Source: an optimization exercise on an open RTL-to-GDS flow (aim: small area, a short achievable clock period and few clock cycles per item). Production flows keep margins and buffers that such runs may drop.
RTL that was checked went through simulation tests only; none was proved equivalent to the original.
Power figures rest on the tool's default switching activity, not on a simulated workload.

== delta ==
Design chi_md5, start of the top module:
module chi_md5 (
    input  wire         clk,
    input  wire         rst,           
    input  wire         in_valid,
    output wire         in_ready,
    input  wire         in_first,
    input  wire [511:0] in_block,      
    output reg          out_valid,
    output wire [127:0] out_digest     
);
    localparam [31:0] IV_A = 32'h67452301;
    localparam [31:0] IV_B = 32'hefcdab89;
    localparam [31:0] IV_C = 32'h98badcfe;
    localparam [31:0] IV_D = 32'h10325476;
    localparam [2047:0] K_TAB = {
        32'heb86d391, 32'h2ad7d2bb, 32'hbd3af235, 32'hf7537e82,
        32'h4e0811a1, 32'ha3014314, 32'hfe2ce6e0, 32'h6fa87e4f,
        32'h85845dd1, 32'hffeff47d, 32'h8f0ccc92, 32'h655b59c3,
        32'hfc93a039, 32'hab9423a7, 32'h432aff97, 32'hf4292244,
        32'hc4ac5665, 32'h1fa27cf8, 32'he6db99e5, 32'hd9d4d039,
        32'h04881d05, 32'hd4ef3085, 32'heaa127fa, 32'h289b7ec6,
        32'hbebfbc70, 32'hf6bb4b60, 32'h4bdecfa9, 32'ha4beea44,
        32'hfde5380c, 32'h6d9d6122, 32'h8771f681, 32'hfffa3942,
        32'h8d2a4c8a, 32'h676f02d9, 32'hfcefa3f8, 32'ha9e3e905,
        32'h455a14ed, 32'hf4d50d87, 32'hc33707d6, 32'h21e1cde6,
        32'he7d3fbc8, 32'hd8a1e681, 32'h02441453, 32'hd62f105d,
        32'he9b6c7aa, 32'h265e5a51, 32'hc040b340, 32'hf61e2562,
        32'h49b40821, 32'ha679438e, 32'hfd987193, 32'h6b901122,
        32'h895cd7be, 32'hffff5bb1, 32'h8b44f7af, 32'h698098d8,
        32'hfd469501, 32'ha8304613, 32'h4787c62a, 32'hf57c0faf,
        32'hc1bdceee, 32'h242070db, 32'he8c7b756, 32'hd76aa478
    };
    localparam [31:0] RI_TAB = 32'h56e801bf;
    localparam [255:0] G_TAB = 256'h92b4d6f81a3c5e702fc9630da741eb85c72d83e94fa50b61fedcba9876543210;
    reg  [31:0] b, c, d;           
    reg  [31:0] fu, fv;            
    reg  [31:0] q0, q1, q2, q3;    
    reg  [31:0] t;                 
    reg  [31:0] mw;                
    reg  [31:0] kv;                
    reg  [5:0]  cnt;               
    reg  [1:0]  ri;                
    reg  [1:0]  rv;                
    reg         run;               
    reg         rdy;               
    reg         fin;               
    reg         pend;              
    reg         fst;               
  ...
Size in the first run: ~4,500 cells after synthesis, ~420 flip-flops, about 31,000 um^2 of cells after synthesis.
clock: 13.0 ns
lec_check: 0
abc_area: 1
cap_margin: 20
core_margin: 2
core_utilization: 45
slew_margin: 20
tns_end_percent: 5
standard.sh (not shown) runs the stock make flow with config.mk's settings and CLKGATE_MAP_FILE= SYNTH_SCRIPT=/design/flow/synth_recipe.tcl, a recipe that flattens the netlist after the stock synthesis.
==> flow/flow/run.sh <==
#!/bin/bash
set -euo pipefail
export BUFFER_PORTS_ARGS="-buffer_cell sky130_fd_sc_hd__buf_1"
export SETUP_SLACK_MARGIN=8.5
bash standard.sh > standard.log 2>&1
Testbench counts of delta, summed over its fixed seeds: cycles 219,066, blocks 3,370.
Edits applied to the flow inputs when going from delta to raven:
# delta
export LEC_CHECK = 0
export ABC_AREA = 1
export CAP_MARGIN = 20
export CORE_MARGIN = 2
export CORE_UTILIZATION = 45
export SLEW_MARGIN = 20
export TNS_END_PERCENT = 5
create_clock -name core_clock -period 13.0 [get_ports {clk}]
# raven
export LEC_CHECK = 0
export ABC_AREA = 1
export CAP_MARGIN = 20
export CORE_MARGIN = 2
export CORE_UTILIZATION = 40
export SLEW_MARGIN = 20
export TNS_END_PERCENT = 5
create_clock -name core_clock -period 13.0 [get_ports {clk}]
==> flow/flow/run.sh <==
#!/bin/bash
set -euo pipefail
export BUFFER_PORTS_ARGS="-buffer_cell sky130_fd_sc_hd__buf_1"
export SETUP_SLACK_MARGIN=7
bash standard.sh > standard.log 2>&1
### Flow results
raven: full flow OK, the timing, design-rule and antenna checks passed
Filler-free cell count of the finished design across delta and raven: no real change.
First-iteration DRC count sits lower in raven than in delta.
Going from delta to raven, cell count after placement climbed 112, post-route cell area lower.
Here is what was changed in the inputs of quartz compared with raven.
==> flow/flow/run.sh <==
#!/bin/bash
set -euo pipefail
export BUFFER_PORTS_ARGS="-buffer_cell sky130_fd_sc_hd__buf_1"
export SETUP_SLACK_MARGIN=8.5
bash standard.sh > standard.log 2>&1
--- outcome ---
Compared with raven, in quartz sequential share of layout area saw a decrease; cell count after placement saw little to no change.
quartz does worse than raven on routed wire length.
Against raven, clock buffer count in quartz rose by a few percent.
What garnet does differently from quartz at the input level:
==> flow/flow/run.sh <==
#!/bin/bash
set -euo pipefail
export BUFFER_PORTS_ARGS="-buffer_cell sky130_fd_sc_hd__buf_1"
export SETUP_SLACK_MARGIN=8
bash standard.sh > standard.log 2>&1
[summary]
garnet: all stages complete, timing, DRC and antenna checks passed. Compared with quartz, in garnet final worst hold slack decreased 5.9 ps; finished layout cell area lower; setup slack after placement shows an increase of 55 ps; area added between synthesis and finish decreased by 2.4 points relative to the old numbers; total placed cells including tap cells was more or less identical. As far as synthesized area is concerned, garnet and quartz perform about the same.

== cedar ==
Another version of the RTL of chi_md5 (not shown whole).
Size: ~3100 cells after synthesis, roughly 280 flip-flops, ~650 I/O pins, ~0.028 mm² of cells after synthesis.
Design chi_md5, start of the top module:
module chi_md5 (
    input  wire         clk,
    input  wire         rst,           
    input  wire         in_valid,
    output wire         in_ready,
    input  wire         in_first,
    input  wire [511:0] in_block,      
    output reg          out_valid,
    output wire [127:0] out_digest     
);
export LEC_CHECK = 0
export CAP_MARGIN = 20
export CORE_MARGIN = 2
export CORE_UTILIZATION = 40
export SLEW_MARGIN = 20
create_clock -name core_clock -period 13.0 [get_ports {clk}]
==> flow/flow/run.sh <==
#!/bin/bash
set -euo pipefail
export BUFFER_PORTS_ARGS="-buffer_cell sky130_fd_sc_hd__buf_1"
bash standard.sh > standard.log 2>&1
What lagoon does differently from cedar at the input level:
# cedar
export LEC_CHECK = 0
export CAP_MARGIN = 20
export CORE_MARGIN = 2
export CORE_UTILIZATION = 40
export SLEW_MARGIN = 20
create_clock -name core_clock -period 13.0 [get_ports {clk}]
# lagoon
export LEC_CHECK = 0
export CAP_MARGIN = 20
export CORE_MARGIN = 2
export CORE_UTILIZATION = 40
export SETUP_SLACK_MARGIN = 5
export SLEW_MARGIN = 20
create_clock -name core_clock -period 13.0 [get_ports {clk}]
--- outcome ---
Compared to cedar, lagoon has first-pass iteration count of the detailed router 1 lower.
Diff cedar -> lagoon: reported combinational group power up about 1%; simple logic cell fraction of the synthesized area flat; all-layer global routing usage up 0.19 points.
Power density over the cells of cedar is on par with lagoon.
Changes observed in lagoon relative to cedar: hold slack essentially unchanged, core utilization increased 0.43 points, wire length after detailed routing increased 0.82%, overall power consumption increased 59 µW, share of the cycle needed by the critical path after routing decreased 9.8 points.
In the tables for lagoon and cedar, largest clock skew in the final design reads lower with cedar.
No functional check of the RTL was part of any run of this note.

## v6
Another version of the RTL of chi_md5 (not shown whole).
Size: ~3300 cells after synthesis, about 270 flip-flops.
Settings: LEC_CHECK=0, CAP_MARGIN=20, CORE_MARGIN=2, CORE_UTILIZATION=40, SLEW_MARGIN=20; clock period 13.0 ns.
Scripts as last shown in full above: flow/flow/run.sh
Testbench counts of v6, summed over its fixed seeds: cycles 219,058, blocks 3,370.
--- input diff v6..v7 ---
==> flow/run.sh (new file) <==
#!/bin/bash
# synth_recipe.tcl (not shown) runs the flow's synth.tcl, then flattens the netlist and writes it again
# the make line also repeats each setting of config.mk as NAME=value (left out here)
make -C /OpenROAD-flow-scripts/flow DESIGN_CONFIG=/design/flow/config.mk WORK_HOME=/design/flow/orfs CLKGATE_MAP_FILE= SYNTH_SCRIPT=/design/flow/synth_recipe.tcl finish
removed: flow/flow/run.sh
removed: flow/standard.sh
--- outcome ---
The final reports for v7 and v6 show power share of the combinational group higher in the former. Going from v6 to v7, post-placement cell area grew by more than 10%. | clock network fraction of design power | v7 vs v6 | ≈ equal |. The final cell count of v6 and that of v7 are within noise of each other. Compared with v6, v7 degrades total power.

The RTL this note starts from:
==> flow/design.v <==
module chi_md5 (
    input  wire         clk,
    input  wire         rst,           
    input  wire         in_valid,
    output wire         in_ready,
    input  wire         in_first,
    input  wire [511:0] in_block,      
    output reg          out_valid,
    output wire [127:0] out_digest     
);
    localparam [31:0] IV_A = 32'h67452301;
    localparam [31:0] IV_B = 32'hefcdab89;
    localparam [31:0] IV_C = 32'h98badcfe;
    localparam [31:0] IV_D = 32'h10325476;
    localparam [2047:0] K_TAB = {
        32'heb86d391, 32'h2ad7d2bb, 32'hbd3af235, 32'hf7537e82,
        32'h4e0811a1, 32'ha3014314, 32'hfe2ce6e0, 32'h6fa87e4f,
        32'h85845dd1, 32'hffeff47d, 32'h8f0ccc92, 32'h655b59c3,
        32'hfc93a039, 32'hab9423a7, 32'h432aff97, 32'hf4292244,
        32'hc4ac5665, 32'h1fa27cf8, 32'he6db99e5, 32'hd9d4d039,
        32'h04881d05, 32'hd4ef3085, 32'heaa127fa, 32'h289b7ec6,
        32'hbebfbc70, 32'hf6bb4b60, 32'h4bdecfa9, 32'ha4beea44,
        32'hfde5380c, 32'h6d9d6122, 32'h8771f681, 32'hfffa3942,
        32'h8d2a4c8a, 32'h676f02d9, 32'hfcefa3f8, 32'ha9e3e905,
        32'h455a14ed, 32'hf4d50d87, 32'hc33707d6, 32'h21e1cde6,
        32'he7d3fbc8, 32'hd8a1e681, 32'h02441453, 32'hd62f105d,
        32'he9b6c7aa, 32'h265e5a51, 32'hc040b340, 32'hf61e2562,
        32'h49b40821, 32'ha679438e, 32'hfd987193, 32'h6b901122,
        32'h895cd7be, 32'hffff5bb1, 32'h8b44f7af, 32'h698098d8,
        32'hfd469501, 32'ha8304613, 32'h4787c62a, 32'hf57c0faf,
        32'hc1bdceee, 32'h242070db, 32'he8c7b756, 32'hd76aa478
    };
    localparam [31:0] RI_TAB = 32'h56e801bf;
    localparam [255:0] G_TAB = 256'h92b4d6f81a3c5e702fc9630da741eb85c72d83e94fa50b61fedcba9876543210;
    reg  [31:0] b, c, d;           
    reg  [31:0] fu, fv;            
    reg  [31:0] q0, q1, q2, q3;    
    reg  [31:0] t;                 
    reg  [31:0] mw;                
    reg  [5:0]  cnt;               
    reg  [1:0]  ri;                
    reg  [1:0]  rv;                
    reg         run;               
    reg         fin;               
    reg         pend;              
    reg         fst;               
    reg         fcur;              
    reg         ivc;               
    assign out_digest = {q1, q2, q3, q0};
    assign in_ready   = run && (cnt == 6'd62);   
    wire start = pend && !run;                   
    wire [5:0] cnt_nx = run ? ((cnt == 6'd0) ? 6'd0 : cnt + 6'd1) : (start ? 6'd1 : cnt);
    reg  [3:0] gn;                                 
    wire [3:0] g = run ? ((cnt == 6'd0) ? 4'd0 : gn) : {3'b000, start};
    wire [5:0] cnt_nx1 = cnt_nx + 6'd1;
    wire [31:0] kval  = K_TAB[{cnt, 5'b00000} +: 32];
    wire [31:0] mw_nx = in_block[{g, 5'b00000} +: 32];
    wire [31:0] asrc  = run ? d : (fst ? IV_A : (fin ? q1 : q0));
    wire [31:0] t_nx  = asrc + kval + mw;
    wire [31:0] f   = (b & fu) | (~b & fv);
    wire [31:0] sum = f + t;
    reg  [31:0] r1, r2;
    always @(*) begin
        case (ri)
            2'd0:    r1 = {sum[27:0], sum[31:28]};
            2'd1:    r1 = {sum[26:0], sum[31:27]};
            2'd2:    r1 = {sum[25:0], sum[31:26]};
            default: r1 = {sum[24:0], sum[31:25]};
        endcase
        case (rv)
            2'd0:    r2 = r1;
            2'd1:    r2 = {r1[26:0], r1[31:27]};
            2'd2:    r2 = {r1[21:0], r1[31:22]};
            default: r2 = {r1[15:0], r1[31:16]};
        endcase
    end
    wire [31:0] x = b + r2;
    wire        tail = fin || (run && (cnt == 6'd62 || cnt == 6'd63 || cnt == 6'd0));
    reg  [31:0] ivw;
    always @(*) begin
        casez ({fin, cnt[1:0]})
            3'b010:  ivw = IV_A;    
            3'b011:  ivw = IV_D;    
            3'b0??:  ivw = IV_C;    
            default: ivw = IV_B;    
        endcase
    end
    wire [31:0] hop  = fcur ? ivw : q0;
    wire [31:0] hsum = hop + b;
    wire        ld_iv = start && fst;
    wire [31:0] b_nx  = run ? x : (ld_iv ? IV_B : (fin ? hsum : q3));
    wire [31:0] c_nx  = run ? b : (ld_iv ? IV_C : (fin ? q3 : c));
    wire [31:0] d_nx  = run ? c : (ld_iv ? IV_D : (fin ? q2 : d));
    reg  [31:0] fu_nx, fv_nx;
    always @(*) begin
        case (cnt[5:4])
            2'd0:    begin fu_nx = c_nx;            fv_nx = d_nx;            end   
            2'd1:    begin fu_nx = c_nx | d_nx;     fv_nx = c_nx & ~d_nx;    end   
            2'd2:    begin fu_nx = ~(c_nx ^ d_nx);  fv_nx = c_nx ^ d_nx;     end   
            default: begin fu_nx = ~c_nx;           fv_nx = ~(c_nx ^ d_nx);  end   
        endcase
    end
    always @(posedge clk) begin
        ri   <= RI_TAB[{cnt[5:4], cnt[1:0], 1'b0} +: 2];
        rv   <= cnt[1:0];
        t    <= t_nx;
        cnt  <= rst ? 6'd0 : cnt_nx;
        mw   <= mw_nx;
        gn   <= G_TAB[{cnt_nx1, 2'b00} +: 4];
        c    <= c_nx;
        d    <= d_nx;
        fu   <= fu_nx;
        fv   <= fv_nx;
        if (tail) begin
            q0 <= q1;  q1 <= q2;  q2 <= q3;  q3 <= hsum;
        end
        b    <= b_nx;
        if (rst) begin
            run       <= 1'b0;
            fin       <= 1'b0;
            pend      <= 1'b0;
            out_valid <= 1'b0;
            ivc       <= 1'b1;
        end else begin
            out_valid <= fin;
            fin       <= run && (cnt == 6'd0);
            if (run) begin
                if (cnt == 6'd0) run <= 1'b0;
            end else if (start) begin
                run  <= 1'b1;
                pend <= 1'b0;
                fcur <= fst;
            end
            if (in_valid && !pend && (run ? (cnt == 6'd0) : !start)) begin
                pend <= 1'b1;
                fst  <= in_first || ivc;
                ivc  <= 1'b0;
            end
        end
    end
endmodule
==> flow/config.mk <==
export PLATFORM = sky130hd
export DESIGN_NAME = chi_md5
export DESIGN_NICKNAME = chi_md5
export VERILOG_FILES = /design/flow/design.v
export SDC_FILE = /design/flow/constraint.sdc
export NUM_CORES = 4
export LEC_CHECK = 0
export ABC_AREA = 1
export CAP_MARGIN = 20
export CORE_MARGIN = 2
export CORE_UTILIZATION = 40
export SLEW_MARGIN = 20
export TNS_END_PERCENT = 5
==> flow/constraint.sdc <==
create_clock -name core_clock -period 13.0 [get_ports {clk}]
set_input_delay 2.6000 -clock core_clock [delete_from_list [all_inputs] [get_ports {clk}]]
set_output_delay 2.6000 -clock core_clock [all_outputs]
set_load 0.01 [all_outputs]
==> flow/flow/run.sh <==
#!/bin/bash
set -euo pipefail
export BUFFER_PORTS_ARGS="-buffer_cell sky130_fd_sc_hd__buf_1"
export SETUP_SLACK_MARGIN=8.5
export SKIP_GATE_CLONING=1
bash standard.sh > standard.log 2>&1
Testbench counts at the start, summed over its fixed seeds: cycles 219,066, blocks 3,370.
Then changed:
==> flow/flow/run.sh (replaced) <==
#!/bin/bash
set -euo pipefail
export BUFFER_PORTS_ARGS="-buffer_cell sky130_fd_sc_hd__buf_1"
export SETUP_SLACK_MARGIN=9.5
bash standard.sh > standard.log 2>&1
Result: Final cell count hardly moves; wire length stays flat; count of clock-buffer cells in the layout stays the same.
Then changed:
==> flow/flow/run.sh (replaced) <==
#!/bin/bash
set -euo pipefail
export BUFFER_PORTS_ARGS="-buffer_cell sky130_fd_sc_hd__buf_1"
export SETUP_SLACK_MARGIN=8.5
bash standard.sh > standard.log 2>&1
--- a/flow/config.mk
+++ b/flow/config.mk
@@ -12,2 +12 @@
 export SLEW_MARGIN = 20
-export TNS_END_PERCENT = 5
Effect:
- The new run went through all stages and came out clean
- hold slack improves by 0.0034 ns
- power is about the same
- utilization rises by 0.26 points
- non-clock buffer count rises by 7
- sequential cell count stays the same
- clock-buffer cell count falls by 1
- cell count barely changes
- critical path depth rises by 14
- global-route usage rises by 0.74 points
- combinational power stays flat
- setup slack degrades by 0.045 ns
Then changed:
==> flow/flow/run.sh (replaced) <==
#!/bin/bash
set -euo pipefail
export BUFFER_PORTS_ARGS="-buffer_cell sky130_fd_sc_hd__buf_1"
export SETUP_SLACK_MARGIN=7.5
bash standard.sh > standard.log 2>&1
--- a/flow/config.mk
+++ b/flow/config.mk
@@ -8,5 +8,6 @@
 export ABC_AREA = 1
-export CAP_MARGIN = 20
+export CAP_MARGIN = 0
 export CORE_MARGIN = 2
 export CORE_UTILIZATION = 40
-export SLEW_MARGIN = 20
+export CTS_BUF_LIST = sky130_fd_sc_hd__clkbuf_4 sky130_fd_sc_hd__clkbuf_8
+export SLEW_MARGIN = 0
Worst setup slack is worse by 0.52 ns.
Clock power barely changes.
Design area falls by a little under a tenth.
Synthesized area stays the same.
Clock-buffer cell count goes up by 49.
Utilization went down by 3.9 points.

separate check: timing with driven ports:
In the flow no input, the clock included, has a driving cell. The finished layouts below were timed again as built, in two steps. Step 1 sets driving cells, clkbuf_16 on the clock port and buf_2 on the other inputs (assumed; they add their load-dependent delay and slew). Step 2 moves the port delays by t, midway between the first and last clock arrival at a register: inputs arrive t later, outputs are due t later. That takes back most of the time a late clock gives input paths. a / b / c = ideal / step 1 / step 2; a / b = the first two.
| run | shift t [ns] | setup WS [ns] | latest minus earliest clock arrival (ns) | worst slew at a driven data input, ns |
|---|---|---|---|---|
| delta | 0.679 | 8.078 / 8.078 / 7.493 | 0.020 / 0.020 | 0.34 |
| raven | 0.684 | 7.197 / 7.197 / 7.197 | 0.035 / 0.035 | 0.38 |
| quartz | 0.676 | 8.116 / 8.116 / 7.785 | 0.026 / 0.025 | 0.34 |
| garnet | 0.684 | 7.992 / 7.992 / 7.574 | 0.030 / 0.031 | 0.36 |
| cedar | 0.662 | 3.988 / 3.988 / 3.988 | 0.030 / 0.030 | 0.25 |
| lagoon | 0.660 | 5.263 / 5.263 / 5.263 | 0.036 / 0.036 | 0.25 |
| v6 | 0.669 | 3.349 / 3.349 / 3.349 | 0.015 / 0.015 | 0.29 |
| v7 | 0.659 | 3.485 / 3.485 / 3.485 | 0.031 / 0.031 | 0.31 |
| the first run of note 4 | 0.661 | 8.088 / 8.088 / 8.088 | 0.034 / 0.035 | 0.30 |
| the second run of note 4 | 0.661 | 8.241 / 8.222 / 8.241 | 0.027 / 0.026 | 0.32 |
| the third run of note 4 | 0.655 | 8.196 / 8.196 / 7.878 | 0.027 / 0.027 | 0.29 |
| the fourth run of note 4 | 0.722 | 7.675 / 7.613 / 7.691 | 0.068 / 0.068 | 0.29 |
After both steps setup and hold are still met in every run listed. For delta, which loses most, drivers alone change the setup slack by 0.000 ns; drivers and shift together by -0.585 ns.
